From an optimization exercise on the open Yosys and OpenROAD flow, aimed at small area, a short achievable clock period and few clock cycles; shortcuts taken in it are not production practice. Function was checked by simulation only, so behaviour that the tests miss may differ from the original. Power and IR drop assume default switching activity.

## flow/design.v

```verilog
module mgm_core (
    input  wire         clk,
    input  wire         rst,           
    input  wire         cmd_valid,
    output wire         cmd_ready,
    input  wire [7:0]   cmd_word,
    input  wire [127:0] cmd_data,
    input  wire [255:0] cmd_key,
    output wire         rsp_valid,
    input  wire         rsp_ready,
    output wire [15:0]  rsp_word,
    output wire [127:0] rsp_data,
    output wire         creq_valid,
    input  wire         creq_ready,
    output wire [127:0] creq_data,
    input  wire         crsp_valid,
    input  wire [127:0] crsp_data,
    output wire         ckey_valid,
    output wire [255:0] ckey_data
);
    localparam integer D  = 16;           
    localparam integer M  = 128 / D;      
    localparam integer KO = 1;           
    localparam [2:0] OP_NOP     = 3'd0,
                     OP_SET_KEY = 3'd1,
                     OP_SET_IV  = 3'd2,
                     OP_UPDATE  = 3'd3,
                     OP_ENCRYPT = 3'd4,
                     OP_DECRYPT = 3'd5,
                     OP_DIGEST  = 3'd6;
    localparam [3:0] ST_OK        = 4'd0,
                     ST_ERR_OP    = 4'd1,
                     ST_ERR_LEN   = 4'd2,
                     ST_ERR_NOKEY = 4'd3,
                     ST_ERR_PHASE = 4'd4,
                     ST_ERR_ALIGN = 4'd5;
    localparam [2:0] PH_UNINIT = 3'd0,
                     PH_IVSET  = 3'd1,
                     PH_AD     = 3'd2,
                     PH_ENC    = 3'd3,
                     PH_DEC    = 3'd4,
                     PH_DONE   = 3'd5;
    localparam [2:0] E_IDLE = 3'd0,    
                     E_REQ  = 3'd1,    
                     E_WAIT = 3'd2,    
                     E_HOLD = 3'd3,    
                     E_MULW = 3'd4,    
                     E_PROD = 3'd5;    
    localparam [2:0] K_IVY = 3'd0,     
                     K_IVZ = 3'd1,     
                     K_KS  = 3'd2,     
                     K_H   = 3'd3,     
                     K_TAG = 3'd4;     
    function [127:0] mulx;
        input [127:0] b;
        begin
            mulx = {b[126:0], 1'b0} ^ (b[127] ? 128'h87 : 128'd0);
        end
    endfunction
    function [127:0] prefix_mask;
        input [4:0] n;
        integer i;
        begin
            for (i = 0; i < 16; i = i + 1)
                prefix_mask[127 - 8*i -: 8] = (i < n) ? 8'hff : 8'h00;
        end
    endfunction
    function [6:0] clmul4;
        input [3:0] a;
        input [3:0] b;
        integer i;
        begin
            clmul4 = 7'd0;
            for (i = 0; i < 4; i = i + 1)
                if (b[i]) clmul4 = clmul4 ^ ({3'd0, a} << i);
        end
    endfunction
    function [14:0] clmul8;
        input [7:0] a;
        input [7:0] b;
        reg [6:0] l, h, m;
        begin
            l = clmul4(a[3:0], b[3:0]);
            h = clmul4(a[7:4], b[7:4]);
            m = clmul4(a[3:0] ^ a[7:4], b[3:0] ^ b[7:4]) ^ l ^ h;
            clmul8 = {8'd0, l} ^ ({8'd0, m} << 4) ^ ({8'd0, h} << 8);
        end
    endfunction
    function [30:0] clmul16;
        input [15:0] a;
        input [15:0] b;
        reg [14:0] l, h, m;
        begin
            l = clmul8(a[7:0], b[7:0]);
            h = clmul8(a[15:8], b[15:8]);
            m = clmul8(a[7:0] ^ a[15:8], b[7:0] ^ b[15:8]) ^ l ^ h;
            clmul16 = {16'd0, l} ^ ({16'd0, m} << 8) ^ ({16'd0, h} << 16);
        end
    endfunction
    function [62:0] clmul32;
        input [31:0] a;
        input [31:0] b;
        reg [30:0] l, h, m;
        begin
            l = clmul16(a[15:0], b[15:0]);
            h = clmul16(a[31:16], b[31:16]);
            m = clmul16(a[15:0] ^ a[31:16], b[15:0] ^ b[31:16]) ^ l ^ h;
            clmul32 = {32'd0, l} ^ ({32'd0, m} << 16) ^ ({32'd0, h} << 32);
        end
    endfunction
    function [127:0] digit_mul;
        input [127:0] v;
        input [D-1:0] d;
        integer i, k;
        reg [127:0] t, acc;
        reg [127+D:0] p;
        reg [D-1:0] o;
        begin
            if (KO) begin
                p = {(128+D){1'b0}};
                for (k = 0; k < 128 / D; k = k + 1)
                    if (D == 16)
                        p = p ^ ({{(128+D-31){1'b0}}, clmul16(v[D*k +: D], d)} << (D*k));
                    else
                        p = p ^ ({{(128+D-63){1'b0}}, clmul32(v[D*k +: D], d)} << (D*k));
                o = p[127+D:128];
                digit_mul = p[127:0] ^ {{(128-D){1'b0}}, o} ^ {{(127-D){1'b0}}, o, 1'b0} ^
                            {{(126-D){1'b0}}, o, 2'b0} ^ {{(121-D){1'b0}}, o, 7'b0};
            end else begin
                acc = 128'd0;
                t   = v;
                for (i = 0; i < D; i = i + 1) begin
                    if (d[i]) acc = acc ^ t;
                    t = mulx(t);
                end
                digit_mul = acc;
            end
        end
    endfunction
    function [127:0] mulxd;
        input [127:0] v;
        integer i;
        reg [127:0] t;
        begin
            t = v;
            for (i = 0; i < D; i = i + 1)
                t = mulx(t);
            mulxd = t;
        end
    endfunction
    reg [2:0]   phase;
    reg         key_valid;
    reg         err_sticky;
    reg [127:0] Y;
    reg [127:0] Z;
    reg [127:0] sum;
    reg [60:0]  auth_size;      
    reg [60:0]  data_size;
    reg         b_valid;        
    reg         b_pend;         
    reg [2:0]   b_op;
    reg [4:0]   b_len;
    reg [3:0]   b_st;           
    reg         b_req;          
    reg [127:0] b_data;
    reg         cmd_ready_r;
    reg         key_rdy;        
    reg         req_pend_r;     
    reg [2:0]   ex_state;
    reg [2:0]   kind;
    reg [2:0]   cur_op;
    reg [4:0]   cur_len;
    reg [3:0]   cur_status;
    reg [4:0]   cur_rlen;
    reg         din;            
    reg         creq_valid_r;
    reg [127:0] creq_r;
    reg         early_ok;       
    reg         rsp_valid_r;
    reg [13:0]  rsp_word_r;
    reg [127:0] rsp_data_r;
    reg         qv;
    reg [127:0] Hq;
    reg [127:0] Bq;
    reg [127:0] V;
    reg [127:0] blk;
    wire [2:0] c_op  = cmd_word[2:0];
    wire [4:0] c_len = cmd_word[7:3];
    reg [3:0] chk_status;
    always @(*) begin
        chk_status = ST_OK;
        if (c_op == 3'd7)
            chk_status = ST_ERR_OP;
        else if (c_op == OP_NOP)
            chk_status = ST_OK;
        else if ((c_op == OP_SET_KEY && c_len != 5'd0) ||
                 (c_op == OP_SET_IV  && c_len != 5'd16) ||
                 (c_op >= OP_UPDATE  && c_len > 5'd16))
            chk_status = ST_ERR_LEN;
        else if (c_op == OP_SET_KEY)
            chk_status = ST_OK;
        else if (c_op == OP_SET_IV)
            chk_status = key_valid ? ST_OK : ST_ERR_NOKEY;
        else if ((c_op == OP_UPDATE  && !(phase == PH_IVSET || phase == PH_AD)) ||
                 (c_op == OP_ENCRYPT && !(phase == PH_IVSET || phase == PH_AD || phase == PH_ENC)) ||
                 (c_op == OP_DECRYPT && !(phase == PH_IVSET || phase == PH_AD || phase == PH_DEC)) ||
                 (c_op == OP_DIGEST  && !(phase == PH_IVSET || phase == PH_AD || phase == PH_ENC || phase == PH_DEC)))
            chk_status = ST_ERR_PHASE;
        else if ((c_op == OP_UPDATE && auth_size[3:0] != 4'd0) ||
                 ((c_op == OP_ENCRYPT || c_op == OP_DECRYPT) && data_size[3:0] != 4'd0))
            chk_status = ST_ERR_ALIGN;
    end
    wire c_req = (chk_status == ST_OK) &&
                 ((c_op == OP_SET_IV) || (c_op == OP_DIGEST) ||
                  ((c_op == OP_UPDATE || c_op == OP_ENCRYPT || c_op == OP_DECRYPT) && c_len != 5'd0));
    wire [127:0] len_mask = prefix_mask(cur_len);
    wire [127:0] trailer  = {auth_size, 3'b000, data_size, 3'b000};
    wire         slot_free = !rsp_valid_r;                 
    wire         cur_in_b  = b_valid && !b_pend;      
    wire         cur_dat   = (cur_op == OP_ENCRYPT) || (cur_op == OP_DECRYPT);
    wire         arr       = (ex_state == E_WAIT) && crsp_valid;
    wire         early     = arr && early_ok;
    reg          fin;           
    reg          prod;          
    reg          rsp_we;        
    reg          src_b, src_r, src_c, src_m;
    reg          b_cons;        
    reg          b_inpl;        
    reg          set_din;
    reg          mload;         
    reg [1:0]    blk_src;       
    reg          issue;         
    reg          offer;         
    reg [2:0]    nkind;
    reg [2:0]    nstate;
    reg          y_ld, y_inc, z_ld, z_inc;
    wire mdone  = (blk == 128'd0);
    wire blk_z1 = (blk[127:D] == {(128-D){1'b0}});
    wire blk_z3 = (blk[127:3*D] == {(128-3*D){1'b0}});
    wire mstart = qv && blk_z1;
    wire gate_h = !mload && (!qv || blk_z3);
    always @(*) begin
        fin = 1'b0; prod = 1'b0; rsp_we = 1'b0;
        src_b = 1'b0; src_r = 1'b0; src_c = 1'b0; src_m = 1'b0;
        b_cons = 1'b0; b_inpl = 1'b0; set_din = 1'b0;
        mload = 1'b0; blk_src = 2'd0;
        issue = 1'b0; offer = 1'b0; nkind = kind; nstate = ex_state;
        y_ld = 1'b0; y_inc = 1'b0; z_ld = 1'b0; z_inc = 1'b0;
        case (ex_state)
            E_REQ: begin
                if (creq_ready) nstate = E_WAIT;
            end
            E_WAIT: begin
                if (crsp_valid) begin
                    case (kind)
                        K_IVY: begin
                            y_ld = 1'b1;
                            nkind = K_IVZ;
                            if (early) offer = 1'b1;
                            else issue = 1'b1;
                        end
                        K_IVZ: begin
                            z_ld = 1'b1;
                            if (slot_free) begin
                                prod = 1'b1; rsp_we = 1'b1; fin = 1'b1;
                            end else
                                nstate = E_PROD;
                        end
                        K_KS: begin
                            if (cur_len == 5'd16) y_inc = 1'b1;
                            if (din) begin
                                rsp_we = 1'b1; src_r = 1'b1; src_c = 1'b1; src_m = 1'b1;
                            end else if (slot_free) begin
                                rsp_we = 1'b1; src_b = 1'b1; src_c = 1'b1; src_m = 1'b1;
                                b_cons = 1'b1; set_din = 1'b1;
                            end else
                                b_inpl = 1'b1;
                            if (cur_op == OP_ENCRYPT) begin
                                nkind = K_H;
                                if (early) offer = 1'b1;
                                else if (gate_h) issue = 1'b1;
                                else nstate = E_HOLD;
                            end else begin
                                if (din || slot_free) begin
                                    prod = 1'b1; fin = 1'b1;
                                end else
                                    nstate = E_PROD;
                            end
                        end
                        K_H: begin
                            mload = 1'b1;
                            z_inc = 1'b1;
                            blk_src = din ? 2'd1 : (cur_op == OP_DIGEST) ? 2'd2 : 2'd0;
                            case (cur_op)
                                OP_UPDATE: begin
                                    if (cur_in_b) b_cons = 1'b1;
                                    if (slot_free) begin
                                        prod = 1'b1; rsp_we = 1'b1; fin = 1'b1;
                                    end else
                                        nstate = E_PROD;
                                end
                                OP_ENCRYPT: begin
                                    if (din) begin
                                        prod = 1'b1; fin = 1'b1;
                                    end else if (slot_free) begin
                                        rsp_we = 1'b1; src_b = 1'b1; src_m = 1'b1;
                                        b_cons = 1'b1; prod = 1'b1; fin = 1'b1;
                                    end else
                                        nstate = E_PROD;
                                end
                                OP_DECRYPT: begin
                                    nkind = K_KS;
                                    if (early) offer = 1'b1;
                                    else issue = 1'b1;
                                end
                                default: begin    
                                    nstate = E_MULW;
                                end
                            endcase
                        end
                        default: begin    
                            rsp_we = 1'b1; src_c = 1'b1; src_m = 1'b1;
                            prod = 1'b1; fin = 1'b1;
                        end
                    endcase
                end else if (cur_in_b && !din && slot_free) begin
                    rsp_we = 1'b1; src_b = 1'b1; src_m = 1'b1;
                    b_cons = 1'b1; set_din = 1'b1;
                end
            end
            E_HOLD: begin
                if (gate_h) begin
                    issue = 1'b1; nkind = K_H;
                end
            end
            E_MULW: begin
                if (mdone && !qv && slot_free) begin
                    issue = 1'b1; nkind = K_TAG;
                end
            end
            E_PROD: begin
                if (slot_free) begin
                    prod = 1'b1; rsp_we = 1'b1; fin = 1'b1;
                    if (cur_in_b) begin
                        b_cons = 1'b1;
                        if (cur_dat) begin
                            src_b = 1'b1; src_m = 1'b1;
                        end
                    end
                end
            end
            default: ;
        endcase
        if ((ex_state == E_REQ || ex_state == E_HOLD) && cur_in_b && !din && slot_free) begin
            rsp_we = 1'b1; src_b = 1'b1; src_m = 1'b1;
            b_cons = 1'b1; set_din = 1'b1;
        end
        if (issue) nstate = E_REQ;
        if (offer) nstate = creq_ready ? E_WAIT : E_REQ;
        if (fin) nstate = E_IDLE;
    end
    wire dispatch = b_pend && (ex_state == E_IDLE || fin);
    wire d_ok     = (b_st == ST_OK);
    wire d_setiv  = dispatch && d_ok && (b_op == OP_SET_IV);
    reg  ivl;      
    wire d_firsth = (b_op != OP_SET_IV) && (b_op != OP_ENCRYPT);    
    wire mgate_n = !qv || blk_z3;
    reg       nx_same, nx_ok;
    reg [2:0] nxk;
    always @(*) begin
        nx_same = 1'b0; nx_ok = 1'b0; nxk = K_H;
        case (kind)
            K_IVY: begin nx_same = 1'b1; nxk = K_IVZ; nx_ok = 1'b1; end
            K_KS:  if (cur_op == OP_ENCRYPT) begin nx_same = 1'b1; nxk = K_H; nx_ok = mgate_n; end
            K_H:   if (cur_op == OP_DECRYPT) begin nx_same = 1'b1; nxk = K_KS; nx_ok = 1'b1; end
                   else if (cur_op == OP_DIGEST) nx_same = 1'b1;
            default: ;
        endcase
        if (!nx_same) begin
            nxk   = d_firsth ? K_H : K_KS;
            nx_ok = b_pend && b_req && (b_op != OP_SET_IV) &&
                    ((kind == K_TAG) || din || !rsp_valid_r) &&
                    (!d_firsth ? (kind != K_KS)
                               : ((kind == K_KS || kind == K_TAG) && mgate_n));
        end
    end
    wire early_ok_n = ((ex_state == E_WAIT && !crsp_valid) || (ex_state == E_REQ && creq_ready)) && nx_ok;
    wire [127:0] Y_n = y_ld  ? crsp_data :
                       y_inc ? {Y[127:64], Y[63:0] + 64'd1} : Y;
    wire [127:0] Z_n = ivl     ? b_data :
                       z_ld    ? crsp_data :
                       z_inc   ? {Z[127:64] + 64'd1, Z[63:0]} : Z;
    wire [2:0] d_kind = (b_op == OP_SET_IV) ? K_IVY : d_firsth ? K_H : K_KS;
    reg [2:0] nb_kind;
    always @(*) begin
        case (ex_state)
            E_REQ, E_WAIT: begin
                nb_kind = d_kind;
                case (kind)
                    K_IVY: nb_kind = K_IVZ;
                    K_KS:  if (cur_op == OP_ENCRYPT) nb_kind = K_H;
                    K_H:   if (cur_op == OP_DECRYPT) nb_kind = K_KS;
                           else if (cur_op == OP_DIGEST) nb_kind = K_TAG;
                    default: ;
                endcase
            end
            E_HOLD:  nb_kind = K_H;
            E_MULW:  nb_kind = K_TAG;
            default: nb_kind = d_kind;
        endcase
    end
    reg [127:0] nb_block;
    always @(*) begin
        case (nb_kind)
            K_IVY:   nb_block = {1'b0, b_data[126:0]};
            K_IVZ:   nb_block = {1'b1, Z_n[126:0]};
            K_KS:    nb_block = Y_n;
            K_H:     nb_block = Z_n;
            default: nb_block = sum;
        endcase
    end
    wire creq_hold = (creq_valid_r | (crsp_valid & early_ok)) & !creq_ready;
    wire accept = cmd_valid && cmd_ready_r;
    wire is_key = (cmd_word == {5'd0, OP_SET_KEY});
    wire req_pend_now = creq_valid_r || (ex_state == E_HOLD) || (ex_state == E_MULW) ||
                        ((ex_state == E_WAIT) &&
                         ((kind == K_IVY) || (kind == K_KS && cur_op == OP_ENCRYPT) ||
                          (kind == K_H && (cur_op == OP_DECRYPT || cur_op == OP_DIGEST))));
    wire req_pend_n = req_pend_now || dispatch || issue || offer || early;
    wire b_free_d   = dispatch && (!b_req || b_op == OP_SET_IV || b_op == OP_DIGEST);
    wire b_valid_n  = accept || (b_valid && !b_cons && !b_free_d);
    wire cmd_ready_n = !b_valid_n && cmd_valid && !accept && !(is_key && req_pend_n);
    assign cmd_ready  = cmd_ready_r;
    assign ckey_valid = cmd_valid && key_rdy;
    assign ckey_data  = cmd_key;
    assign rsp_valid  = rsp_valid_r;
    assign rsp_word   = {2'b00, rsp_word_r};
    assign rsp_data   = rsp_data_r;
    assign creq_valid = creq_valid_r | (crsp_valid & early_ok);    
    assign creq_data  = creq_r;
    always @(posedge clk) begin
        if (accept) begin
            b_op   <= c_op;
            b_len  <= c_len;
            b_st   <= chk_status;
            b_req  <= c_req;
            b_data <= cmd_data;
        end else if (b_inpl)
            b_data <= (b_data ^ crsp_data) & len_mask;
        Y <= Y_n;
        Z <= Z_n;
        if (prod)
            rsp_word_r <= {err_sticky, key_valid, phase, cur_rlen, cur_status};
        if (rsp_we)
            rsp_data_r <= (({128{src_b}} & b_data) ^ ({128{src_r}} & rsp_data_r) ^
                           ({128{src_c}} & crsp_data)) & ({128{src_m}} & len_mask);
        if (!creq_hold)
            creq_r <= nb_block;
        if (mload) begin
            Hq <= crsp_data;
            case (blk_src)
                2'd0:    Bq <= b_data & len_mask;
                2'd1:    Bq <= rsp_data_r;
                default: Bq <= trailer;
            endcase
        end
        if (mstart)
            V <= Hq;
        else
            V <= mulxd(V);
        if (ivl)
            blk <= 128'd0;
        else if (mstart)
            blk <= Bq;
        else
            blk <= blk >> D;
        if (ivl)
            sum <= 128'd0;
        else
            sum <= sum ^ digit_mul(V, blk[D-1:0]);
        if (dispatch) begin
            cur_op     <= b_op;
            cur_len    <= b_len;
            cur_status <= b_st;
            cur_rlen   <= (d_ok && (b_op == OP_ENCRYPT || b_op == OP_DECRYPT || b_op == OP_DIGEST)) ? b_len : 5'd0;
            kind       <= d_kind;
        end else if (issue || offer)
            kind <= nkind;
        if (dispatch && d_ok) begin
            case (b_op)
                OP_SET_IV: begin
                    auth_size <= 61'd0;
                    data_size <= 61'd0;
                end
                OP_UPDATE:  auth_size <= auth_size + {56'd0, b_len};
                OP_ENCRYPT, OP_DECRYPT: data_size <= data_size + {56'd0, b_len};
                default: ;
            endcase
        end
        if (rst) begin
            phase        <= PH_UNINIT;
            key_valid    <= 1'b0;
            err_sticky   <= 1'b0;
            b_valid      <= 1'b0;
            b_pend       <= 1'b0;
            cmd_ready_r  <= 1'b0;
            key_rdy      <= 1'b0;
            req_pend_r   <= 1'b0;
            ex_state     <= E_IDLE;
            din          <= 1'b0;
            early_ok     <= 1'b0;
            creq_valid_r <= 1'b0;
            rsp_valid_r  <= 1'b0;
            qv           <= 1'b0;
            ivl          <= 1'b0;
        end else begin
            b_valid     <= b_valid_n;
            if (accept)
                b_pend <= 1'b1;
            else if (dispatch)
                b_pend <= 1'b0;
            cmd_ready_r <= cmd_ready_n;
            key_rdy     <= cmd_ready_n && is_key;
            req_pend_r  <= req_pend_n;
            if (prod)
                rsp_valid_r <= 1'b1;
            else if (rsp_ready)
                rsp_valid_r <= 1'b0;
            if (early)
                creq_valid_r <= !creq_ready;
            else if (issue || (dispatch && b_req && !(d_firsth && !gate_h)))
                creq_valid_r <= 1'b1;
            else if (creq_ready)
                creq_valid_r <= 1'b0;
            early_ok <= early_ok_n;
            if (set_din) din <= 1'b1;
            if (fin) din <= 1'b0;
            if (dispatch) begin
                din <= 1'b0;
                if (!b_req)
                    ex_state <= E_PROD;
                else if (early)
                    ex_state <= creq_ready ? E_WAIT : E_REQ;
                else if (!d_firsth || gate_h)
                    ex_state <= E_REQ;
                else
                    ex_state <= E_HOLD;
            end else
                ex_state <= nstate;
            ivl <= d_setiv;
            if (ivl)
                qv <= 1'b0;
            else if (mload)
                qv <= 1'b1;
            else if (mstart)
                qv <= 1'b0;
            if (dispatch) begin
                if (!d_ok)
                    err_sticky <= 1'b1;
                else begin
                    case (b_op)
                        OP_SET_KEY: begin
                            key_valid <= 1'b1;
                            phase     <= PH_UNINIT;
                        end
                        OP_SET_IV: begin
                            phase      <= PH_IVSET;
                            err_sticky <= 1'b0;
                        end
                        OP_UPDATE:  if (b_len != 5'd0) phase <= PH_AD;
                        OP_ENCRYPT: if (b_len != 5'd0) phase <= PH_ENC;
                        OP_DECRYPT: if (b_len != 5'd0) phase <= PH_DEC;
                        OP_DIGEST:  phase <= PH_DONE;
                        default: ;
                    endcase
                end
            end
        end
    end
endmodule
```

## flow/run.sh

```bash
#!/bin/bash
# synth_recipe.tcl (not shown) runs the flow's synth.tcl, then flattens the netlist and writes it again
# the make line also repeats each setting of config.mk as NAME=value (left out here)
make -C /OpenROAD-flow-scripts/flow DESIGN_CONFIG=/design/flow/config.mk WORK_HOME=/design/flow/orfs CLKGATE_MAP_FILE= SYNTH_SCRIPT=/design/flow/synth_recipe.tcl finish
```

## flow/config.mk

```make
export PLATFORM = sky130hd
export DESIGN_NAME = mgm_core
export DESIGN_NICKNAME = mgm_core
export VERILOG_FILES = /design/flow/design.v
export SDC_FILE = /design/flow/constraint.sdc
export NUM_CORES = 4
export LEC_CHECK = 0
export CAP_MARGIN = 20
export CORE_MARGIN = 2
export CORE_UTILIZATION = 50
export SETUP_SLACK_MARGIN = 3.4
export SLEW_MARGIN = 20
export TNS_END_PERCENT = 5
```

## flow/constraint.sdc

```tcl
create_clock -name core_clock -period 6.0 [get_ports {clk}]
set_input_delay 1.2000 -clock core_clock [delete_from_list [all_inputs] [get_ports {clk}]]
set_output_delay 1.2000 -clock core_clock [all_outputs]
set_load 0.01 [all_outputs]
```

==> results of run 1 <==
-- sequential cells by signal, summed over array words and instances, names as in the netlist, 5 cells and up --
| signal | flops |
|---|---|
| b_data | 128 |
| creq_r | 128 |
| auth_size | 61 |
| Hq | 128 |
| rsp_word_r | 13 |
| cur_len | 5 |
| blk | 128 |
| cur_rlen | 5 |
| Y | 128 |
| Bq | 128 |
| b_len | 5 |
| data_size | 61 |
| V | 128 |
| Z | 128 |
| rsp_data_r | 128 |
| sum | 128 |
-- through the flow --
| stage | instances | TNS [ns] | hold WS (ns) | instance area [um2] | setup slack, ns |
|---|---|---|---|---|---|
| floorplan | 10300 | -179.12 | 0.400 | 90100 | -1.19 |
| global placement | 12400 | 0 | 0.405 | 95400 | 0.931 |
| detailed placement | 12400 | 0 | 0.405 | 95400 | 0.888 |
| CTS | 13100 | 0 | 0.419 | 106000 | 3.00 |
| global route | 13300 | 0 | 0.420 | 111000 | 2.88 |
| finish | 13300 | 0 | 0.393 | 111000 | 2.94 |
-- worst paths after layout --
path / start / end / slack, ns / cells past startpoint
worst min-delay path: Hq[67] / V[67] / 0.39 / 2
worst max-delay path: b_len[0] / data_size[54] / 2.94 / 11
worst max register to register: b_len[0] / data_size[54] / 2.94 / 11
worst min register to register: Hq[67] / V[67] / 0.39 / 2
-- worst register-to-register path, stage by stage (launching register included) --
cell	delay [ns]
edfxtp_1	0.56
ha_2	0.28
inv_1	0.06
fa_2	0.37
nor2b_4	0.13
o21a_4	0.20
o21ai_4	0.11
a2111oi_4	0.32
buf_6	0.19
nand3_4	0.13
or3_1	0.39
a21oi_2	0.14
-- synthesized netlist by cell type, types with 9 or more instances --
cell / n / area share
o31a_1: 11 / 0.0011
a311oi_1: 26 / 0.0025
a31o_2: 15 / 0.0015
xor2_1: 499 / 0.049
and2_1: 42 / 0.0029
or3_1: 52 / 0.0036
nor3_1: 83 / 0.0046
dfxtp_1: 658 / 0.15
nand3_1: 226 / 0.013
a211oi_1: 15 / 0.0013
nor3b_1: 9 / 0.00075
a311o_1: 24 / 0.0027
buf_4: 279 / 0.023
nand2_1: 2010 / 0.084
or2_2: 23 / 0.0016
a22oi_1: 92 / 0.0077
o21a_1: 9 / 0.00075
nand4_1: 89 / 0.0062
buf_1: 66 / 0.0028
buf_2: 111 / 0.0062
inv_1: 62 / 0.0026
a22o_1: 17 / 0.0017
and4_1: 33 / 0.0032
nor2_1: 1485 / 0.062
nor2b_1: 15 / 0.0010
a21oi_1: 310 / 0.017
xnor2_1: 1679 / 0.16
a31oi_1: 168 / 0.012
ha_1: 12 / 0.0017
xnor3_1: 56 / 0.014
o21ai_0: 221 / 0.012
mux2i_1: 94 / 0.010
clkbuf_1: 501 / 0.021
and3_1: 52 / 0.0036
nor4_1: 74 / 0.0051
edfxtp_1: 806 / 0.27
a21o_1: 45 / 0.0038
a221oi_1: 10 / 0.00097
nand2b_1: 28 / 0.0019
o31ai_1: 139 / 0.012
xnor2_2: 18 / 0.0033
-- routing by layer --
| layer | track usage | wire (um) |
|---|---|---|
| met1 | 0.592 | 160000 |
| met2 | 0.601 | 173000 |
| met3 | 0.119 | 62800 |
| met4 | 0.290 | 37600 |
| met5 | 0.00130 | 115 |
-- repair_timing --
item	CTS	global route
resized for setup	672	434
pin swaps	108	200
endpoints found under the setup margin	2209	1673
cloned	40	39
setup buffers	294	221
-- layout make-up --
class / instances / area [um2]
Clock buffer: 239 / 4720
Clock inverter: 76 / 820
Inverter: 63 / 254
Multi-Input combinational cell: 7849 / 51100
Sequential cell: 1464 / 37500
Fill cell: 15000 / 67300
Antenna cell: 27 / 67.6
Timing Repair Buffer: 1264 / 13900
Tap cell: 2355 / 2950
-- cell usage in the layout, fill, tap and decap left out, types with 42 or more instances in the layout --
cell	count
xnor2_1	1525
a21oi_1	272
buf_6	67
nor3_1	73
clkdlybuf4s50_1	316
dfxtp_1	614
o21ai_0	206
a21o_1	42
inv_1	58
buf_4	443
dlygate4sd2_1	221
clkbuf_16	200
and3_1	47
nand4_1	89
nor4_1	52
nand3_1	216
nand2_1	1982
xnor2_2	147
edfxtp_1	806
buf_12	122
a22oi_1	91
mux2i_1	94
a31oi_1	167
clkbuf_1	52
or3_1	46
xor2_1	481
nor2_1	1449
o31ai_1	135
-- power by group through the flow --
| stage | clock [W] | combinational, W | sequential (W) |
|---|---|---|---|
| 2_1_floorplan | 0 | 0.0293 | 0.0153 |
| 6_report | 0.0107 | 0.0450 | 0.0186 |
| 3_3_place_gp | 0 | 0.0368 | 0.0185 |
| 3_5_place_dp | 0 | 0.0372 | 0.0185 |
| 5_1_grt | 0.0110 | 0.0473 | 0.0185 |
| 4_1_cts | 0.0106 | 0.0402 | 0.0182 |
-- cells by family (layout without fill, tap and decap cells) --
family	Yosys count	count (layout)	synth area share
other	1	30	0.0000417
AND/OR/NAND/NOR	4274	4288	0.199
multiplexers	100	100	0.0112
flip-flops	1464	1464	0.415
adder cells (fa/ha/maj)	14	14	0.00211
buffers and inverters	1022	1642	0.0559
AO/OA/AOI/OAI	1177	1181	0.0841
XOR/XNOR	2262	2263	0.232
==> flow_summary.ini, run 1 <==
[run_status]
outcome = finished clean

[detailed_routing]
wl_per_cell_um = 32.5
drtIter0Drc = 14700
vias_per_cell = 6.31
drt.antenna.violating_nets = 0
routed_wl_um = 433000
vias = 84200
route.detailed.drc = 0
first_pass_iters = 7

[placement]
portBuffers = 542
dp_hpwl_um = 289000
gp_congestion = 1.01

[power_and_ir_drop]
power_switching_w = 0.0329
ir_drop_v = 0.000789
p_per_area_nw_per_um2 = 667
total_power_w = 0.0742
clockPowerShare = 0.144
p_comb_frac = 0.606
p_int_w = 0.0413
leakagePower_nw = 41.2
netSwitchingFraction = 0.444
p_seq_frac = 0.250

[min_path]
hold_path_class = flip-flop to flip-flop

[setup_path]
start_kind = flip-flop
arrival_ns = 3.74
crit_fanout = 6
crit_path_end_kind = flip-flop
critPathTopFamily = compound AO/OA/AOI/OAI gates
slowest_stage = edfxtp_1
slowest_delay_ns = 0.56
path_cells = ha_2 -> inv_1 -> fa_2 -> nor2b_4 -> o21a_4 -> o21ai_4 -> a2111oi_4 -> buf_6 -> nand3_4 -> or3_1 -> a21oi_2
path_class = flip-flop to flip-flop
path_buf_inv = 2
worstPathRequired_ns = 6.68

[sta]
max-slew-margin-rel = 0.218
clock-skew-final_ns = 0.0828
slew_viol_final = 0
worst_pin_slew_ns = 1.17
finalCriticalPeriod_ns = 3.06
rsz0062_at_grt = yes
post-route-period-util = 0.510
finalSetupViolCount = 0
fmax_mhz = 327
hold_violations = 0

[logic_synthesis]
synth_edf_count = 806
ys_seq_elements = 1464
seq_area_frac_synth = 0.415
syn_area_um2 = 90000
syn_avg_cell_area_um2 = 8.72
ys_types = 99
ys_warn_count = 1
syn_inst = 10300
ys.flop_type = edfxtp_1
async_flop_share = 0

[clock_network]
numCtsBuffers = 167
h-tree-depth = 4
cts_tree = built
cts_max_path_buffers = 3
cts-root-buf = clkbuf_16
clock-sinks = 1464
clkLatencyLatePin_ns = 0.87
hold_buffers = 0
clk_pin_slew_ns = 0.06

[final_layout]
drive_gt1_frac = 0.142
fin_nets = 11300
syn2layout_area_growth_pct = 23.7
final_core_util = 0.623

[grt]
grtUsageTotal = 0.435
grt_pass1_vias = 74900
grt_pass1_wl_um = 571000
grt-ovfl-total = 0
grt_max_degree = 184
antenna_found_initial = 44

[flow_run]
drv_cap = 0

[floorplan]
fp-row-count = 155
ios = 1058
die_w_um = 428
core_um2 = 179000
initial_utilization = 0.504
die_y_um = 428
die_area_um2 = 183000
Testbench counts, summed over its fixed seeds: cycles 32,804.
==> run 2, diff against run 1 <==
--- a/flow/design.v
+++ b/flow/design.v
@@ -379,8 +379,9 @@
         if (!nx_same) begin
             nxk   = d_firsth ? K_H : K_KS;
-            nx_ok = b_pend && b_req && (b_op != OP_SET_IV) &&
+            nx_ok = b_pend && b_req &&
                     ((kind == K_TAG) || din || !rsp_valid_r) &&
-                    (!d_firsth ? (kind != K_KS)
-                               : ((kind == K_KS || kind == K_TAG) && mgate_n));
+                    ((b_op == OP_SET_IV) ||
+                     (!d_firsth ? (kind != K_KS)
+                                : ((kind == K_KS || kind == K_TAG) && mgate_n)));
         end
     end
--- a/flow/config.mk
+++ b/flow/config.mk
@@ -9,5 +9,5 @@
 export CORE_MARGIN = 2
 export CORE_UTILIZATION = 50
-export SETUP_SLACK_MARGIN = 3.4
+export SETUP_SLACK_MARGIN = 3.5
 export SLEW_MARGIN = 20
 export TNS_END_PERCENT = 5
==> run 2 against run 1 <==
  * Clock skew fell by 0.048 ns
  * Worst setup slack got worse by 0.19 ns
  * Sequential share of layout area rose by 0.49 points
  * Combinational power fell by about 20%
  * First-iteration DRC count fell by 6.7%
  * Cell area fell by 1.5%
  * Utilization fell by 0.80 points
  * Fmax fell by 5.8%
  * Global-route usage rose by 2.9 points
  * Cell count fell by 1.9%
  * Register-to-register slack got worse by 0.19 ns
  * Wire length rose by 1.2%
  * Largest cell class unchanged
==> flow_summary.ini, run 2 <==
[sta]
finalSetupViolCount = 0
fin_hold_ws_ns = 0.421
rsz0062_at_grt = yes
worst_pin_slew_ns = 1.30
finalSetupTns_ns = 0
finalCriticalPeriod_ns = 3.25
clock-skew-final_ns = 0.0349
max-slew-margin-rel = 0.130
slew_viol_final = 0
fin_ws_ns = 2.75
post-route-period-util = 0.541
hold_violations = 0
fmax_mhz = 308

[grt]
grt_pass1_vias = 75100
busiest_layer = met2
antenna_found_initial = 67
use_met1 = 0.621
grt_max_degree = 154
grt.met2_usage = 0.645
grt_use_met3 = 0.130
grt_pass1_wl_um = 594000
grt-ovfl-total = 0
grtUsageTotal = 0.464

[floorplan]
initial_utilization = 0.503
die_w_um = 427
die_y_um = 427
fp-row-count = 155
ios = 1058
die_area_um2 = 183000
core_um2 = 178000

[detailed_routing]
drtIter0Drc = 13700
route.detailed.drc = 0
wl_per_cell_um = 33.5
first_pass_iters = 6
vias_per_cell = 6.29
routed_wl_um = 439000
drt.antenna.violating_nets = 0
vias = 82300

[power_and_ir_drop]
p_per_area_nw_per_um2 = 593
total_power_w = 0.0650
ir_drop_v = 0.000665
leakagePower_nw = 40.0

[clock_network]
clock-sinks = 1464
clk_pin_slew_ns = 0.06
h-tree-depth = 4
hold_buffers = 0
cts-root-buf = clkbuf_16
cts_tree = built
clkLatencyLatePin_ns = 0.85
numCtsBuffers = 167
cts_max_path_buffers = 3

[final_layout]
final_common_cell = nand2_1
fin_nets = 11100
syn2layout_area_growth_pct = 22.4
final_cell_mix = nand2_1, xnor2_1, nor2_1
drive_gt1_frac = 0.134

[flow_run]
drv_cap = 0

[logic_synthesis]
async_flop_share = 0
syn_avg_cell_area_um2 = 8.82
ys_warn_count = 1
ys_seq_elements = 1464
synth_edf_count = 806
seq_area_frac_synth = 0.417
ys_types = 91
ys.flop_type = edfxtp_1
synthTopCellsByArea = edfxtp_1, xnor2_1, dfxtp_1
synth.most_common_cell = nand2_1
syn_inst = 10200
syn_area_um2 = 89600
synth_area_leader_cell = edfxtp_1
synth_common_cells = nand2_1, xnor2_1, nor2_1, edfxtp_1, dfxtp_1
synth_top_area_frac = 0.270

[setup_path]
start_kind = flip-flop
path_cells = buf_4 -> nor2b_4 -> and3_4 -> o41ai_4 -> a31oi_4 -> or2_4 -> buf_4 -> buf_12 -> buf_16 -> or4_1 -> o221ai_2 -> nor2_1
worstPathRequired_ns = 6.58
critPathTopFamily = simple AND/OR/NAND/NOR gates
path_class = flip-flop to flip-flop
crit_path_end_kind = flip-flop
crit_fanout = 6
r2r_slack_ns = 2.75
slowest_delay_ns = 0.55
arrival_ns = 3.83
slowest_stage = edfxtp_1
path_buf_inv = 4
worst_path_most_repeated_cell = buf_4

[placement]
portBuffers = 542
gp_congestion = 0.991
dp_hpwl_um = 294000
place_ws_ns = 0.931

[run_status]
outcome = finished clean

[min_path]
hold_path_class = flip-flop to flip-flop
## run 2: logic make-up after synthesis
kind of cell | Yosys count | synth area share
AOI/OAI and AO/OA | 1129 | 0.0794
xor gates and xnor gates | 2267 | 0.233
adders and majority gates | 14 | 0.00212
buffers and inverters | 1007 | 0.0544
DFF | 1464 | 0.417
muxes | 193 | 0.0227
other | 1 | 0.0000419
and+or+nand+nor | 4077 | 0.192
## run 2: worst register-to-register path, delay by kind of cell (launching register included)
family | cells | cell delay [ns]
buf+inv | 4 | 0.65
simple gates | 5 | 1.21
compound gates | 3 | 0.54
flops | 1 | 0.55
## run 2: cell type report
type	count	area, um2
inverter	62	244
sequential	1464	37500
tap	2355	2950
timing repair buffer	1143	13000
multi-input combinational	7706	50200
clock inverter	90	1010
clock buffer	226	4650
fill	15200	68600
antenna	32	80.1
## run 2: worst paths after layout
kind                                start  depth (start not counted)          to
worst min register to register     Hq[80]                          2       V[80]
worst max register to register  cur_op[2]                         12  creq_r[44]
worst min-delay path               Hq[80]                          2       V[80]
worst max-delay path            cur_op[2]                         12  creq_r[44]
## run 2: per-layer routing
metal	wire length [um]	share of wire
met5	185	0.00042
met1	164000	0.37
met4	37400	0.085
met2	178000	0.41
met3	59200	0.13
## run 2: timing repair
item	CTS	global route
endpoints found under the hold margin	0	0
cloned	77	11
pin swaps	249	27
endpoints found under the setup margin	2228	1742
setup buffers	376	24
resized for setup	796	81
## run 2: metrics by stage
| stage | area [um2] | utilization | cells |
|---|---|---|---|
| 5_1_grt | 110000 | 0.615 | 13100 |
| 2_1_floorplan | 89600 | - | 10200 |
| 3_3_place_gp | 95100 | 0.534 | 12200 |
| 6_report | 110000 | 0.615 | 13100 |
| 3_5_place_dp | 95100 | 0.534 | 12200 |
| 4_1_cts | 109000 | 0.611 | 13000 |
## run 2: report_power, final
| part | total (W) | internal [W] | leakage (nW) | switching [W] |
|---|---|---|---|---|
| Clock | 0.0108 | 0.00607 | 2.78 | 0.00470 |
| Sequential | 0.0182 | 0.0138 | 13.0 | 0.00440 |
| Combinational | 0.0360 | 0.0169 | 24.2 | 0.0192 |
Testbench counts of run 2, summed over its fixed seeds: cycles 32,642.
==> run 3, diff against run 2 <==
--- a/flow/config.mk
+++ b/flow/config.mk
@@ -6,8 +6,8 @@
 export NUM_CORES = 4
 export LEC_CHECK = 0
-export CAP_MARGIN = 20
+export CAP_MARGIN = 10
 export CORE_MARGIN = 2
-export CORE_UTILIZATION = 50
-export SETUP_SLACK_MARGIN = 3.5
-export SLEW_MARGIN = 20
+export CORE_UTILIZATION = 45
+export SETUP_SLACK_MARGIN = 3.4
+export SLEW_MARGIN = 10
 export TNS_END_PERCENT = 5
==> run 3 against run 2 <==
  * Worst setup slack worse by 0.021 ns
  * Worst hold slack improved by 0.0065 ns
  * Count of clock-buffer cells in the layout up 5
  * Flip-flop and latch count unchanged
  * Synthesized cell count stayed put
  * Largest power group unchanged
==> flow_summary.ini, run 3 <==
[setup_path]
path_class = flip-flop to flip-flop
worst_path_most_repeated_cell = buf_6
r2r_slack_ns = 2.73
timing.rr.end = creq_r[62]
crit_end = creq_r[62]
crit_fanout = 19
path_cells = buf_6 -> or3b_4 -> nor2_4 -> o31ai_4 -> a31oi_4 -> buf_6 -> nor2_4 -> buf_6 -> buf_4 -> clkbuf_16 -> and3_1 -> a221oi_1 -> o21ai_1
slowest_stage = edfxtp_1
crit_path_end_kind = flip-flop
worstPathRequired_ns = 6.58
startpoint = kind[0]
r2r_start = kind[0]
rr_worst_depth = 13
slowest_delay_ns = 0.52
path_buf_inv = 5
arrival_ns = 3.85
crit_cells = 13
start_kind = flip-flop
critPathTopFamily = simple AND/OR/NAND/NOR gates

[logic_synthesis]
ys_types = 91
ys.flop_type = edfxtp_1
synth_area_leader_cell = edfxtp_1
synth.most_common_cell = nand2_1
syn_area_um2 = 89600
seq_area_frac_synth = 0.417
async_flop_share = 0
synthTopCellsByArea = edfxtp_1, xnor2_1, dfxtp_1
ys_seq_elements = 1464
synth_common_cells = nand2_1, xnor2_1, nor2_1, edfxtp_1, dfxtp_1
synth_edf_count = 806
synth_top_area_frac = 0.270
syn_avg_cell_area_um2 = 8.82
ys_warn_count = 1
syn_inst = 10200

[sta]
slew_viol_final = 0
post-route-period-util = 0.544
finalSetupViolCount = 0
rsz0062_at_grt = yes
fin_hold_ws_ns = 0.427
hold_violations = 0
finalCriticalPeriod_ns = 3.27
clock-skew-final_ns = 0.0358
worst_pin_slew_ns = 1.36
max-slew-margin-rel = 0.0924
fmax_mhz = 306
fin_ws_ns = 2.73

[clock_network]
numCtsBuffers = 163
clk_pin_slew_ns = 0.07
cts-root-buf = clkbuf_16
hold_buffers = 0
clock-sinks = 1464
h-tree-depth = 4
clkLatencyLatePin_ns = 0.85
cts_max_path_buffers = 3
cts_tree = built

[final_layout]
syn2layout_area_growth_pct = 22.8
fin_nets = 11100
drive_gt1_frac = 0.138
final_cell_mix = nand2_1, xnor2_1, nor2_1
final_common_cell = nand2_1
final_core_util = 0.557

[floorplan]
core_um2 = 198000
die_w_um = 450
ios = 1058
die_area_um2 = 203000
fp-row-count = 163
initial_utilization = 0.453
die_y_um = 450

[detailed_routing]
route.detailed.drc = 0
wl_per_cell_um = 32.4
vias_per_cell = 6.15
vias = 82500
drtIter0Drc = 14000
drt.antenna.violating_nets = 0
first_pass_iters = 7
routed_wl_um = 435000

[power_and_ir_drop]
netSwitchingFraction = 0.429
p_int_w = 0.0363
leakagePower_nw = 39.6
p_per_area_nw_per_um2 = 578
ir_drop_v = 0.000534
p_seq_frac = 0.285
power_switching_w = 0.0273
clockPowerShare = 0.167
total_power_w = 0.0636
p_comb_frac = 0.548

[flow_run]
drv_cap = 0

[grt]
grtUsageTotal = 0.400
grt_pass1_vias = 75500
grt_max_degree = 181
grt_pass1_wl_um = 580000
antenna_found_initial = 52
grt-ovfl-total = 0

[placement]
gp_congestion = 1.02
dp_hpwl_um = 292000
portBuffers = 542
place_ws_ns = 1.08

[run_status]
outcome = finished clean

[min_path]
hold_path_class = flip-flop to flip-flop
run 3: cell types whose count changed in the layout (fill, tap and decap cells not counted), moves of 18 or more:
cell / change
clkbuf_16: +19
xnor2_1: +27
nand2_4: -30
buf_6: +21
nand2_2: -19
bufbuf_16: -18
xnor2_2: -24
clkdlybuf4s50_1: -33
a21oi_2: +18
a21oi_1: -23
buf_4: +51
nand2_1: +47
dlygate4sd2_1: +32
run 3: how the worst min path moves through the flow:
| stage | start | to | slack (ns) | depth (start not counted) |
|---|---|---|---|---|
| final | cur_status[0] | rsp_word_r[0] | 0.43 | 0 |
| after global routing | cur_rlen[1] | rsp_word_r[5] | 0.44 | 0 |
| after CTS | cur_status[0] | rsp_word_r[0] | 0.43 | 0 |
| after detailed placement | cur_status[0] | rsp_word_r[0] | 0.42 | 0 |
| after global placement | Hq[96] | V[96] | 0.41 | 2 |
| after floorplan | cur_status[0] | rsp_word_r[0] | 0.40 | 0 |
run 3: metal layers:
metal	global-route usage	wire length [um]	share of wire
met5	0	158	0.00036
met4	0.295	41900	0.096
met3	0.122	62500	0.14
met2	0.561	175000	0.40
met1	0.518	155000	0.36
run 3: repair_timing:
action | in CTS | in global routing
pin swaps | 150 | 120
resized for setup | 598 | 302
cloned | 48 | 38
setup buffers | 348 | 102
endpoints found under the setup margin | 2055 | 1758
run 3: cell type report:
type                            count  area (um2)
Tap cell                         2640        3300
Antenna cell                       40         100
Clock buffer                      231        4710
Fill cell                       17400       87600
Timing Repair inverter              1        5.00
Sequential cell                  1464       37500
Clock inverter                     75         847
Inverter                           62         249
Multi-Input combinational cell   7702       50200
Timing Repair Buffer             1195       13100
run 3: cells by family (layout without fill, tap and decap cells):
group           Yosys count  after routing  share of synthesized area
fa+ha+maj                14             14                    0.00212
simple gates           4077           4092                      0.192
xor+xnor               2267           2268                      0.233
mux                     193            193                     0.0227
other cells               1             43                  0.0000419
flops                  1464           1464                      0.417
buf+inv                1007           1564                     0.0544
compound gates         1129           1132                     0.0794
run 3: worst register-to-register path: stages, from the launching register on:
cell and delay, ns:
edfxtp_1 0.52, buf_6 0.19, or3b_4 0.43, nor2_4 0.22, o31ai_4 0.09, a31oi_4 0.27
buf_6 0.14, nor2_4 0.05, buf_6 0.12, buf_4 0.16, clkbuf_16 0.20, and3_1 0.22
a221oi_1 0.30, o21ai_1 0.11
run 3: power by group through the flow:
stage	clock network [W]	registers [W]	logic, W
after floorplan	0	0.0151	0.0236
after detailed placement	0	0.0181	0.0299
after CTS	0.0106	0.0179	0.0329
after global routing	0.0110	0.0181	0.0367
after global placement	0	0.0181	0.0295
final	0.0106	0.0181	0.0348
run 3: metrics by stage:
step	area (um2)	setup TNS [ns]	instances
final	110000	0	13400
after global routing	110000	0	13400
after CTS	107000	0	13200
after detailed placement	95400	0	12500
after global placement	95400	0	12500
after floorplan	89600	-30.17	10200
==> run 4, diff against run 3 <==
--- a/flow/design.v
+++ b/flow/design.v
@@ -157,4 +157,6 @@
     reg [60:0]  auth_size;      
     reg [60:0]  data_size;
+    reg         ivl;            
+    reg         sz_upd;         
     reg         b_valid;        
     reg         b_pend;         
@@ -187,4 +189,6 @@
     wire [2:0] c_op  = cmd_word[2:0];
     wire [4:0] c_len = cmd_word[7:3];
+    wire [3:0] c_auth4 = ivl ? 4'd0 : auth_size[3:0];
+    wire [3:0] c_data4 = ivl ? 4'd0 : data_size[3:0];
     reg [3:0] chk_status;
     always @(*) begin
@@ -207,6 +211,6 @@
                  (c_op == OP_DIGEST  && !(phase == PH_IVSET || phase == PH_AD || phase == PH_ENC || phase == PH_DEC)))
             chk_status = ST_ERR_PHASE;
-        else if ((c_op == OP_UPDATE && auth_size[3:0] != 4'd0) ||
-                 ((c_op == OP_ENCRYPT || c_op == OP_DECRYPT) && data_size[3:0] != 4'd0))
+        else if ((c_op == OP_UPDATE && c_auth4 != 4'd0) ||
+                 ((c_op == OP_ENCRYPT || c_op == OP_DECRYPT) && c_data4 != 4'd0))
             chk_status = ST_ERR_ALIGN;
     end
@@ -214,5 +218,12 @@
                  ((c_op == OP_SET_IV) || (c_op == OP_DIGEST) ||
                   ((c_op == OP_UPDATE || c_op == OP_ENCRYPT || c_op == OP_DECRYPT) && c_len != 5'd0));
-    wire [127:0] len_mask = prefix_mask(cur_len);
+    reg  [15:0]  lane_en;       
+    wire [127:0] len_mask;
+    genvar gl;
+    generate
+        for (gl = 0; gl < 16; gl = gl + 1) begin : g_lane
+            assign len_mask[8*gl +: 8] = {8{lane_en[gl]}};
+        end
+    endgenerate
     wire [127:0] trailer  = {auth_size, 3'b000, data_size, 3'b000};
     wire         slot_free = !rsp_valid_r;                 
@@ -363,5 +374,4 @@
     wire d_ok     = (b_st == ST_OK);
     wire d_setiv  = dispatch && d_ok && (b_op == OP_SET_IV);
-    reg  ivl;      
     wire d_firsth = (b_op != OP_SET_IV) && (b_op != OP_ENCRYPT);    
     wire mgate_n = !qv || blk_z3;
@@ -421,5 +431,5 @@
         endcase
     end
-    wire creq_hold = (creq_valid_r | (crsp_valid & early_ok)) & !creq_ready;
+    wire creq_hold = creq_valid_r & !creq_ready;
     wire accept = cmd_valid && cmd_ready_r;
     wire is_key = (cmd_word == {5'd0, OP_SET_KEY});
@@ -440,4 +450,5 @@
     assign creq_valid = creq_valid_r | (crsp_valid & early_ok);    
     assign creq_data  = creq_r;
+    integer li;
     always @(posedge clk) begin
         if (accept) begin
@@ -483,4 +494,6 @@
             cur_op     <= b_op;
             cur_len    <= b_len;
+            for (li = 0; li < 16; li = li + 1)
+                lane_en[li] <= (b_len > 5'd15 - li);
             cur_status <= b_st;
             cur_rlen   <= (d_ok && (b_op == OP_ENCRYPT || b_op == OP_DECRYPT || b_op == OP_DIGEST)) ? b_len : 5'd0;
@@ -488,14 +501,12 @@
         end else if (issue || offer)
             kind <= nkind;
-        if (dispatch && d_ok) begin
-            case (b_op)
-                OP_SET_IV: begin
-                    auth_size <= 61'd0;
-                    data_size <= 61'd0;
-                end
-                OP_UPDATE:  auth_size <= auth_size + {56'd0, b_len};
-                OP_ENCRYPT, OP_DECRYPT: data_size <= data_size + {56'd0, b_len};
-                default: ;
-            endcase
+        if (ivl) begin
+            auth_size <= 61'd0;
+            data_size <= 61'd0;
+        end else if (sz_upd) begin
+            if (cur_op == OP_UPDATE)
+                auth_size <= {auth_size[60:4] + {56'd0, cur_len[4]}, cur_len[3:0]};
+            else
+                data_size <= {data_size[60:4] + {56'd0, cur_len[4]}, cur_len[3:0]};
         end
         if (rst) begin
@@ -515,4 +526,5 @@
             qv           <= 1'b0;
             ivl          <= 1'b0;
+            sz_upd       <= 1'b0;
         end else begin
             b_valid     <= b_valid_n;
@@ -550,4 +562,5 @@
                 ex_state <= nstate;
             ivl <= d_setiv;
+            sz_upd <= dispatch && d_ok && (b_op == OP_UPDATE || b_op == OP_ENCRYPT || b_op == OP_DECRYPT);
             if (ivl)
                 qv <= 1'b0;
--- a/flow/config.mk
+++ b/flow/config.mk
@@ -6,8 +6,8 @@
 export NUM_CORES = 4
 export LEC_CHECK = 0
-export CAP_MARGIN = 10
+export CAP_MARGIN = 20
 export CORE_MARGIN = 2
-export CORE_UTILIZATION = 45
+export CORE_UTILIZATION = 50
 export SETUP_SLACK_MARGIN = 3.4
-export SLEW_MARGIN = 10
+export SLEW_MARGIN = 20
 export TNS_END_PERCENT = 5
==> run 4 against run 3 <==
  * Still clean
  * Global-route usage grew 5.6 points
  * Cell area decreased by 1.2%
  * Clock power increased by 9%
  * Register-to-register slack better by 0.098 ns
  * Die area shrank 12%
  * First-iteration DRC count is 3.5% lower
  * Wire length fell by 0.66%
  * Combinational power is 36% lower
  * Cell count fell by 2.1%
  * Area after synthesis down 2.6%
  * Critical path type unchanged
==> flow_summary.ini, run 4 <==
[run_status]
outcome = finished clean

[grt]
grtUsageTotal = 0.456
grt_max_degree = 144
grt_pass1_wl_um = 577000
grt_pass1_vias = 74300
grt-ovfl-total = 0
antenna_found_initial = 67

[floorplan]
initial_utilization = 0.502
ios = 1058
die_area_um2 = 178000
die_y_um = 422
die_w_um = 422
core_um2 = 174000
fp-row-count = 153

[detailed_routing]
vias = 81300
route.detailed.drc = 0
drtIter0Drc = 13500
routed_wl_um = 432000
wl_per_cell_um = 32.9
first_pass_iters = 8
drt.antenna.violating_nets = 0
vias_per_cell = 6.19

[power_and_ir_drop]
p_seq_frac = 0.351
clockPowerShare = 0.222
leakagePower_nw = 40.4
power_switching_w = 0.0221
netSwitchingFraction = 0.424
p_per_area_nw_per_um2 = 479
p_comb_frac = 0.426
ir_drop_v = 0.00108
p_int_w = 0.0300

[clock_network]
clock-sinks = 1481
cts_max_path_buffers = 3
h-tree-depth = 4
cts-root-buf = clkbuf_16
clk_pin_slew_ns = 0.06
numCtsBuffers = 169
clkLatencyLatePin_ns = 0.85
cts_tree = built

[logic_synthesis]
synth.most_common_cell = nand2_1
syn_avg_cell_area_um2 = 8.61
seq_area_frac_synth = 0.420
syn_inst = 10100
synthTopCellsByArea = edfxtp_1, dfxtp_1, xnor2_1
ys_types = 93
syn_area_um2 = 87200
ys_seq_elements = 1481
synth_common_cells = nand2_1, xnor2_1, nor2_1, dfxtp_1, xor2_1
synth_top_area_frac = 0.241
ys.flop_type = dfxtp_1
synth_edf_count = 700
async_flop_share = 0
synth_area_leader_cell = edfxtp_1
ys_warn_count = 1

[final_layout]
final-seq-area_um2 = 36800
final_common_cell = nand2_1
fill_cells = 14700
syn2layout_area_growth_pct = 24.7
drive_gt1_frac = 0.140
final_cell_mix = nand2_1, xnor2_1, nor2_1
final_area_um2 = 109000
fin_nets = 11200
multi_input_area_um2 = 49200

[setup_path]
r2r_start = blk[78]
crit_path_end_kind = flip-flop
rr_worst_depth = 8
timing.rr.end = blk[64]
slowest_delay_ns = 0.67
path_cells = nor4_2 -> nand4_1 -> or4_4 -> nor2_4 -> buf_4 -> and3_2 -> a21oi_1 -> nor2_1
worstPathRequired_ns = 6.69
arrival_ns = 3.86
crit_fanout = 10
start_kind = flip-flop
r2r_slack_ns = 2.83
slowest_stage = or4_4
path_class = flip-flop to flip-flop

[sta]
finalCriticalPeriod_ns = 3.17
fmax_mhz = 316
fin_ws_ns = 2.83
finalSetupViolCount = 0
worst_pin_slew_ns = 1.13
hold_violations = 0
fin_hold_ws_ns = 0.425
post-route-period-util = 0.528
clock-skew-final_ns = 0.0371
max-slew-margin-rel = 0.247
finalSetupTns_ns = 0
rsz0062_at_grt = yes
slew_viol_final = 0

[placement]
gp_congestion = 1.00
place_ws_ns = 0.866
dpl-instance-area_um2 = 92700
dp_hpwl_um = 289000
portBuffers = 542

[min_path]
hold-path-cell-count = 2
hold_start = Hq[124]
hold_path_class = flip-flop to flip-flop
min_to = V[124]

[flow_run]
drv_cap = 0
==> run 4: logic make-up (layout without fill, tap and decap cells) <==
family,Yosys count,count (layout),synth area share
buffers and inverters,987,1602,0.0547
other,1,45,0.0000430
flip-flops,1481,1481,0.420
adder cells (fa/ha/maj),8,8,0.00109
XOR/XNOR,2250,2253,0.228
multiplexers,85,85,0.00977
AO/OA/AOI/OAI,1240,1243,0.0898
AND/OR/NAND/NOR,4072,4090,0.196
==> run 4: per-stage QoR <==
step / power [W] / util / cells
floorplan: 0.0331 / - / 10100
global placement: 0.0356 / 0.534 / 12200
detailed placement: 0.0413 / 0.534 / 12200
CTS: 0.0565 / 0.610 / 13000
global route: 0.0611 / 0.626 / 13100
finish: 0.0520 / 0.626 / 13100
==> run 4: final cells by class <==
type	count	share of cell area
Antenna cell	42	0.000967
Sequential cell	1481	0.339
Tap cell	2325	0.0268
Clock inverter	91	0.0121
Multi-Input combinational cell	7682	0.453
Timing Repair Buffer	1224	0.123
Timing Repair inverter	1	0.0000806
Inverter	60	0.00231
Clock buffer	226	0.0436
==> run 4: worst max-delay path by stage <==
stage	end	startpoint
finish	blk[64]	blk[78]
floorplan	creq_r[68]	crsp_valid
CTS	rsp_data[34]	rsp_data_r[34]
detailed placement	creq_r[48]	crsp_valid
global route	creq_r[115]	kind[2]
global placement	creq_r[48]	crsp_valid
==> run 4: layer usage <==
| metal | vias up | track usage | share of wire |
|---|---|---|---|
| met4 | 24 | 0.313 | 0.087 |
| met3 | 1480 | 0.125 | 0.14 |
| met2 | 6433 | 0.649 | 0.41 |
| met5 | - | 0 | 0.00037 |
| met1 | 39000 | 0.601 | 0.37 |
| li1 | 34300 | - | - |
==> run 4: critical path: cells and delay by family (launching register included) <==
| family | cells | cell delay [ns] |
|---|---|---|
| buffers and inverters | 1 | 0.26 |
| DFF | 1 | 0.32 |
| and+or+nand+nor | 6 | 2.29 |
| AOI/OAI and AO/OA | 1 | 0.12 |
==> run 4: power by group through the flow <==
stage / Sequential [W] / Clock (W) / Combinational [W]
floorplan: 0.0153 / 0 / 0.0178
global placement: 0.0182 / 0 / 0.0174
detailed placement: 0.0182 / 0 / 0.0230
CTS: 0.0180 / 0.0115 / 0.0270
global route: 0.0183 / 0.0119 / 0.0308
finish: 0.0183 / 0.0116 / 0.0222
==> run 4: what timing repair did <==
item	CTS	global route
buffers inserted	388	111
gates cloned	55	26
hold buffers	0	0
setup endpoints to repair	1738	1620
pin swaps	199	129
gates resized for setup	797	275
Testbench counts of run 4, summed over its fixed seeds: cycles 32,642.
==> run 5, diff against run 4 <==
==> flow/flow/run.sh (new file) <==
#!/bin/bash
# The standard layout (the standard.sh, all ORFS steps unchanged), except
# that the port buffers inserted at global placement are a plain buffer
# (sky130_fd_sc_hd__buf_2) instead of the weakest buffer of the library,
# which is a delay cell. Every port still gets its buffer.
set -e
export BUFFER_PORTS_ARGS="-buffer_cell sky130_fd_sc_hd__buf_2"
bash standard.sh > standard.log 2>&1
==> flow/standard.sh (new file) <==
#!/bin/bash
# synth_recipe.tcl (not shown) runs the flow's synth.tcl, then flattens the netlist and writes it again
# the make line also repeats each setting of config.mk as NAME=value (left out here)
make -C /OpenROAD-flow-scripts/flow DESIGN_CONFIG=/design/flow/config.mk WORK_HOME=/design/flow/orfs CLKGATE_MAP_FILE= SYNTH_SCRIPT=/design/flow/synth_recipe.tcl "${@:-finish}"
removed: flow/run.sh
==> run 5 against run 4 <==
  * Combinational power increased by 33%
  * Wire length decreased by 1.7%
  * Critical endpoint is now creq_r[3]
  * Area after synthesis unchanged
  * Critical path depth increased by 4
  * Sequential power about the same
  * Cell count about the same
  * Critical path type unchanged
  * Die area unchanged
  * Synthesized cell count unchanged
  * Count of clock-buffer cells in the layout decreased by 7
==> flow_summary.ini, run 5 <==
[clock_network]
hold_buffers = 0
cts_tree = built
clock-sinks = 1481
clk_pin_slew_ns = 0.06
cts-root-buf = clkbuf_16
cts_max_path_buffers = 3
h-tree-depth = 4
clkLatencyLatePin_ns = 0.86
numCtsBuffers = 167

[setup_path]
path_class = flip-flop to flip-flop
crit_path_end_kind = flip-flop
worstPathRequired_ns = 6.53
start_kind = flip-flop
crit_fanout = 16
arrival_ns = 3.66

[detailed_routing]
vias_per_cell = 6.21
route.detailed.drc = 0
drtIter0Drc = 13300
drt.antenna.violating_nets = 0
wl_per_cell_um = 32.4
routed_wl_um = 425000
first_pass_iters = 9
vias = 81400

[sta]
hold_violations = 0
max-slew-margin-rel = 0.149
fin_hold_ws_ns = 0.415
finalSetupViolCount = 0
finalCriticalPeriod_ns = 3.13
slew_viol_final = 0
rsz0062_at_grt = yes
post-route-period-util = 0.521
worst_pin_slew_ns = 1.27
fmax_mhz = 320
clock-skew-final_ns = 0.0611

[power_and_ir_drop]
ir_drop_v = 0.000790
p_per_area_nw_per_um2 = 554
leakagePower_nw = 40.3

[min_path]
hold_path_class = flip-flop to flip-flop

[logic_synthesis]
synth_area_leader_cell = edfxtp_1
syn_inst = 10100
ys.flop_type = dfxtp_1
seq_area_frac_synth = 0.420
syn_area_um2 = 87200
syn_avg_cell_area_um2 = 8.61
synth_common_cells = nand2_1, xnor2_1, nor2_1, dfxtp_1, xor2_1
synth_edf_count = 700
ys_types = 93
async_flop_share = 0
synth.most_common_cell = nand2_1
ys_seq_elements = 1481
synth_top_area_frac = 0.241
ys_warn_count = 1
synthTopCellsByArea = edfxtp_1, dfxtp_1, xnor2_1

[grt]
grt_pass1_wl_um = 567000
grt_pass1_vias = 73400
grt_max_degree = 171
grt-ovfl-total = 0
antenna_found_initial = 62
grtUsageTotal = 0.448

[final_layout]
fin_nets = 11100
syn2layout_area_growth_pct = 22.3
final_common_cell = nand2_1
final_cell_mix = nand2_1, xnor2_1, nor2_1
drive_gt1_frac = 0.193
layout.cells.non_filler = 13100
fill_cells = 14900

[floorplan]
die_w_um = 422
core_um2 = 174000
die_area_um2 = 178000
initial_utilization = 0.502
fp-row-count = 153
die_y_um = 422
ios = 1058

[placement]
gp_congestion = 1.03
placedCellCount = 12200
dp_hpwl_um = 281000
portBuffers = 542

[run_status]
outcome = finished clean

[flow_run]
drv_cap = 0
## run 5: cell counts after synthesis
No cell type changed its count.
## run 5: report_power, final
group | switching (W) | leakage [nW] | internal [W]
clock | 0.00474 | 2.82 | 0.00627
sequential | 0.00460 | 13.0 | 0.0138
combinational | 0.0169 | 24.4 | 0.0128
## run 5: worst max-delay path: stages, from the launching register on
cell and delay [ns]:
edfxtp_1 0.43, or3b_4 0.48, buf_12 0.16, a211oi_4 0.24, maj3_2 0.26, buf_4 0.12, buf_6 0.09, buf_12 0.09
o211a_4 0.21, buf_12 0.19, a21oi_1 0.06, a21oi_1 0.27, o21ai_0 0.18
## run 5: cell type report
type	count	area (um2)	share of cell area
Multi-Input combinational cell	7685	49800	0.467
Sequential cell	1481	36800	0.345
Timing Repair Buffer	1212	11000	0.103
Clock buffer	219	4560	0.0427
Tap cell	2325	2910	0.0273
Clock inverter	97	1260	0.0119
Inverter	60	239	0.00224
Antenna cell	42	105	0.000985
Timing Repair inverter	1	5.00	0.0000469
## run 5: final timing paths
kind | from | to | slack, ns | cells after the start
worst max-delay path | cur_op[0] | creq_r[3] | 2.87 | 12
worst min-delay path | cur_rlen[1] | rsp_word_r[5] | 0.41 | 0
worst max register to register | cur_op[0] | creq_r[3] | 2.87 | 12
worst min register to register | cur_rlen[1] | rsp_word_r[5] | 0.41 | 0
## run 5: per-stage QoR
| stage | worst slack (ns) | utilization | TNS [ns] | cell area (um2) | power [W] |
|---|---|---|---|---|---|
| after floorplan | -0.698 | - | -74.04 | 87300 | 0.0331 |
| after global placement | 1.44 | 0.518 | 0 | 89900 | 0.0346 |
| after detailed placement | 1.43 | 0.518 | 0 | 89900 | 0.0348 |
| after CTS | 2.93 | 0.590 | 0 | 102000 | 0.0490 |
| after global routing | 2.77 | 0.614 | 0 | 107000 | 0.0609 |
| final | 2.87 | 0.614 | 0 | 107000 | 0.0591 |
## run 5: layer usage
layer | global-route usage | up-vias | part of all wire
met3 | 0.130 | 1557 | 0.13
met4 | 0.305 | 30 | 0.087
met5 | 0 | - | 0.00055
met1 | 0.593 | 39200 | 0.37
met2 | 0.629 | 6369 | 0.41
li1 | - | 34300 | -
## run 5: what timing repair did
action                     in CTS  in global routing
pin swaps                     173                219
buffers inserted              306                189
setup endpoints to repair    1872               1607
cloned                         66                 18
gates resized for setup       585                397
## run 5: kinds of logic (layout without fill, tap and decap cells)
family	after synthesis	in the layout	synth area share
xor+xnor	2250	2252	0.228
compound gates	1240	1248	0.0898
simple gates	4072	4089	0.196
other cells	1	45	0.0000430
mux	85	85	0.00977
buf+inv	987	1589	0.0547
fa+ha+maj	8	8	0.00109
flops	1481	1481	0.420

==> port drivers added, routing unchanged <==
In the flow no input, the clock included, has a driving cell. The finished layouts below were timed again as built, in two steps. Step 1: set_driving_cell puts a clkbuf_16 on clk and a buf_2 on each other input, an assumption about the parent block. Step 2, shift: input delay + t, output delay - t, t = (earliest + latest rising clock arrival at the registers) / 2. This alone moves slack from input paths to output paths. a / b / c = ideal ports / drivers / drivers and shift; a / b = the first two.
run	shift t [ns]	setup WS [ns]	clock arrival spread, ns	slew at the worst register clock pin (ns)
run 1	0.927	2.941 / 2.901 / 2.080	0.086 / 0.086	0.07 / 0.07
run 2	0.933	2.754 / 2.754 / 2.093	0.036 / 0.036	0.07 / 0.07
run 3	0.935	2.733 / 2.733 / 2.064	0.040 / 0.040	0.07 / 0.07
run 4	0.935	2.831 / 2.804 / 1.868	0.038 / 0.037	0.07 / 0.07
run 5	0.928	2.873 / 2.746 / 1.873	0.068 / 0.068	0.08 / 0.08
After both steps setup and hold are still met in every run listed. The setup slack of run 5, which loses most, moves by -0.127 ns with the drivers and by -1.000 ns with both steps.
